This is an optimization exercise on Yosys and OpenROAD, whose aim is small area, a short achievable clock period and few clock cycles, not a production implementation.
At most, simulation tests tie the RTL to the original design; equivalence was not proved.
No driver is modelled on the clock port, so clock power and skew are understated where the tree is cut down; a real chip needs a root buffer or a tree.
Power and IR drop assume default switching activity.

Design frame_decoder, start of the top module:
module frame_decoder (
    input  wire       clk,
    input  wire       rst,
    input  wire       rx_valid,
    input  wire [7:0] rx_data,
    output wire       rx_ready,
    output reg        fr_valid,
    output reg        fr_sof,
    output reg        fr_eof,
    output reg  [7:0] fr_data,
    output reg        err_valid,
    output reg  [1:0] err_code,
    output wire [7:0] err_info
);
    localparam BUF_CAP = 128;           
    localparam N       = BUF_CAP + 2;   
    localparam VD      = 6;             
    reg  [8*N-1:0] ring;
    wire [7:0]     rdat = ring[8*N-1 -: 8];    
    function [7:0] lf_fwd;
        input [7:0] s;
        lf_fwd = {s[6:0], s[7] ^ s[5] ^ s[4] ^ s[3]};
    endfunction
    function [7:0] lf_back;
        input [7:0] s;
        lf_back = {s[0] ^ s[6] ^ s[5] ^ s[4], s[7:1]};
    endfunction
    function [7:0] lf_steps;    
        input [7:0] s;
        input integer k;
        integer i;
        begin
            lf_steps = s;
            for (i = 0; i < k; i = i + 1) lf_steps = lf_fwd(lf_steps);
            for (i = 0; i < -k; i = i + 1) lf_steps = lf_back(lf_steps);
        end
    endfunction
    localparam [7:0] LZ    = 8'h01;                  
    localparam [7:0] LONE  = lf_steps(LZ, 1);        
    localparam [7:0] LNM1  = lf_steps(LZ, N - 1);    
    localparam [7:0] LWAIT = lf_steps(LZ, -(N - 1));  
    localparam [7:0] LONE_BACK = lf_steps(LZ, -1);     
    reg  [7:0] d;       
    reg        d0;      
    reg  [7:0] e;       
    reg        e0;      
    reg  [7:0] cnt;     
    reg        full;    
    reg        empty;   
    reg  [VD-1:0] vq;   
    reg  [VD-1:0] vo;   
    wire          vempty = ~vo[0];
    wire          vfull  = vo[VD-1];
    reg         w_size, w_sizehi, w_cmd, w_pay, w_chk;
    reg  [7:0]  acc;        
    reg  [14:0] rem;        
    reg         nost;       
    reg         rdy;        
    reg         r_size, r_sizehi, r_cmd, r_pay, r_chk;
    reg  [7:0]  rrem;
    reg         rhz;        
    reg         rout;       
    assign rx_ready = rdy;
    assign err_info = acc;
    wire rd     = e0 & ~empty & ~(r_cmd & vempty);
    wire wr_ok  = d0 & (~full | rd);
    wire take   = rx_valid & rdy;
    wire rem1   = (rem == 15'd1);
    wire reof   = (rrem == 8'd1);
  ...
Size: about 1,700 cells after synthesis, roughly 1,100 flip-flops, ~26,000 um2 of cells after synthesis.
Settings: LEC_CHECK=0, ABC_AREA=1, CAP_MARGIN=20, CORE_MARGIN=2, CORE_UTILIZATION=60, SETUP_SLACK_MARGIN=4.1, SLEW_MARGIN=20, TNS_END_PERCENT=5; clock period 6.0 ns.
standard.sh (not shown) runs the stock make flow with config.mk's settings and CLKGATE_MAP_FILE= SYNTH_SCRIPT=/design/flow/synth_recipe.tcl, a recipe that flattens the netlist after the stock synthesis.
==> flow/flow/run.sh <==
#!/bin/bash
# The standard layout, except for the clock tree: flow/pre_cts.tcl builds
# a two-level tree of inverters (clock port -> 4 root inverters -> 42 leaf
# inverters -> flip-flops) before the CTS step, in place of TritonCTS's three
# levels of buffers.
# The rest of the CTS step (legalisation, timing repair) runs as usual.
# Port buffers are buf_2 instead of the default delay-cell buffers.
set -euo pipefail
here=$(pwd)
export PRE_CTS_TCL="$here/flow/pre_cts.tcl"
export BUFFER_PORTS_ARGS="-buffer_cell sky130_fd_sc_hd__buf_2"
bash standard.sh > "$here/standard.log" 2>&1
Other scripts of this flow, unchanged in this note and not shown: flow/flow/pre_cts.tcl
Then changed:
--- a/flow/design.v
+++ b/flow/design.v
@@ -51,25 +51,25 @@
     reg  [VD-1:0] vo;   
     wire          vempty = ~vo[0];
     wire          vfull  = vo[VD-1];
     reg         w_size, w_sizehi, w_cmd, w_pay, w_chk;
     reg  [7:0]  acc;        
     reg  [14:0] rem;        
+    reg         rem1;       
     reg         nost;       
     reg         rdy;        
     reg         r_size, r_sizehi, r_cmd, r_pay, r_chk;
     reg  [7:0]  rrem;
+    reg         reof;       
     reg         rhz;        
     reg         rout;       
     assign rx_ready = rdy;
     assign err_info = acc;
     wire rd     = e0 & ~empty & ~(r_cmd & vempty);
     wire wr_ok  = d0 & (~full | rd);
     wire take   = rx_valid & rdy;
-    wire rem1   = (rem == 15'd1);
-    wire reof   = (rrem == 8'd1);
     wire nskip  = (w_pay | w_chk) & nost;
     wire wr     = w_size ? wr_ok : (take & ~nskip);
     wire [7:0] wdata = (take & ~(w_cmd & nost)) ? rx_data : 8'h00;
     wire [7:0] acc_in   = w_size ? 8'h00 : acc;
     wire [7:0] acc_next = acc_in ^ rx_data;
     wire [7:0] acc_tk   = acc_in ^ (rx_data & {8{take}});
@@ -95,37 +95,40 @@
     wire       empty_n = dn ? cnt_is1 : up ? 1'b0 : empty;
     wire       vup      = vpush & ~vpop;
     wire       vdn      = vpop & ~vpush;
     wire [VD-1:0] vo_n   = vup ? {vo[VD-2:0], 1'b1} : vdn ? {1'b0, vo[VD-1:1]} : vo;
     wire len0   = ~nost & dat_z;                   
     wire lenbig = nost | (rx_data > BUF_CAP + 1);  
-    reg  w_size_n, w_sizehi_n, w_cmd_n, w_pay_n, w_chk_n, nost_n;
+    reg  w_size_n, w_sizehi_n, w_cmd_n, w_pay_n, w_chk_n, nost_n, rem1_n;
     reg  [14:0] rem_n;
     always @* begin
         w_size_n = w_size; w_sizehi_n = w_sizehi; w_cmd_n = w_cmd;
         w_pay_n = w_pay; w_chk_n = w_chk; nost_n = nost;
-        rem_n = rem;
+        rem_n = rem; rem1_n = rem1;
         if (take) begin
             if (w_size) begin
-                rem_n  = {7'd0, rx_data};    
+                rem_n  = {8'd0, rx_data[6:0]};
+                rem1_n = (rx_data[6:0] == 7'd1);
                 nost_n = rx_data[7] & (rx_data[6:0] != 7'd0);
                 if (!dat_z) begin
                     w_size_n   = 1'b0;
                     w_cmd_n    = ~rx_data[7];
                     w_sizehi_n = rx_data[7];
                 end
             end
             if (w_sizehi) begin
                 rem_n      = {rem[6:0], rx_data};
+                rem1_n     = ~nost & (rx_data == 8'd1);
                 nost_n     = lenbig;
                 w_sizehi_n = 1'b0;
                 w_size_n   = len0;
                 w_cmd_n    = ~len0;
             end
             if (w_cmd | w_pay) begin
                 rem_n   = rem - 15'd1;
+                rem1_n  = (rem == 15'd2);
                 w_cmd_n = 1'b0;
                 w_pay_n = ~rem1;
                 w_chk_n = rem1;
             end
             if (w_chk) begin
                 w_chk_n  = 1'b0;
@@ -211,12 +214,13 @@
             fr_valid  <= rd & ((r_cmd & vq[0]) | (r_pay & rout));
             err_valid <= take & ((w_sizehi & len0) | (w_chk & (acc_nz | nost)));
         end
     end
     always @(posedge clk) begin
         rem  <= rem_n;
+        rem1 <= rem1_n;
         acc <= {acc_tk[7] & ~(take & w_sizehi & len0), acc_tk[6:0]};
         err_code <= w_chk ? (acc_nz ? 2'd1 : 2'd3) : 2'd2;
         fr_sof   <= r_cmd;
         fr_eof   <= reof;
         fr_data  <= rdat;
     end
@@ -233,17 +237,24 @@
             end else if (vpush && !vo[i] && vo_dn[i])
                 vq[i] <= ~acc_nz;
         end
     end
     always @(posedge clk) begin
         if (rd) begin
-            if (r_size | r_sizehi)
+            if (r_size) begin
+                rrem <= {1'b0, rdat[6:0]};
+                reof <= (rdat[6:0] == 7'd1);
+                rhz  <= (rdat[6:0] == 7'd0);
+            end
+            if (r_sizehi) begin
                 rrem <= rdat;
-            if (r_size)
-                rhz  <= (rdat[6:0] == 7'd0);
-            if (r_cmd | r_pay)
+                reof <= (rdat == 8'd1);
+            end
+            if (r_cmd | r_pay) begin
                 rrem <= rrem - 8'd1;
+                reof <= (rrem == 8'd2);
+            end
             if (r_cmd)
                 rout <= vq[0];
         end
     end
 endmodule
Outcome: The changed run completed without violations; total power rises by 0.41%; via count goes up by 2.2%; die area climbs by 0.53%; wire length is higher by 0.62%; setup slack is better by 0.13 ns; hold slack stays flat; sequential cell count came out higher by 2; utilization shrinks by 0.37 points; final area goes up by 0.99%; synthesized area rose by 0.54%.
Testbench counts after the change, summed over its fixed seeds: cycles 25,007.
No functional check of the RTL was part of the first run of this note. No run of this note takes its clock network from TritonCTS; it comes from the design's own scripts or RTL.

what the ideal ports hide:
The results above use ideal ports. As a check the final layouts listed here were re-extracted and re-timed, cells and wires unchanged.
Step 1 sets driving cells, clkbuf_16 on the clock port and buf_2 on the other inputs (assumed; they add their load-dependent delay and slew).
Step 2 times the ports against the registers' clock, not the clock port: input delays grow and output delays shrink by t, the midpoint of the rising clock arrivals with the driver on.
Slacks: ideal ports / drivers / drivers and shift; pairs: ideal ports / drivers.
run | t, ns | setup WS [ns] | hold slack, ns | worst setup path after step 2 | worst register clock-pin slew, ns
the first run | 0.534 | 3.862 / 3.687 / 3.501 | 0.302 / 0.303 / 0.303 | input to register | 0.12 / 0.13
the second run | 0.526 | 3.988 / 3.757 / 3.633 | 0.304 / 0.305 / 0.305 | input to register | 0.12 / 0.12
After both steps setup and hold are still met in every run listed. For the first run, which loses most, drivers alone change the setup slack by -0.175 ns; drivers and shift together by -0.361 ns.
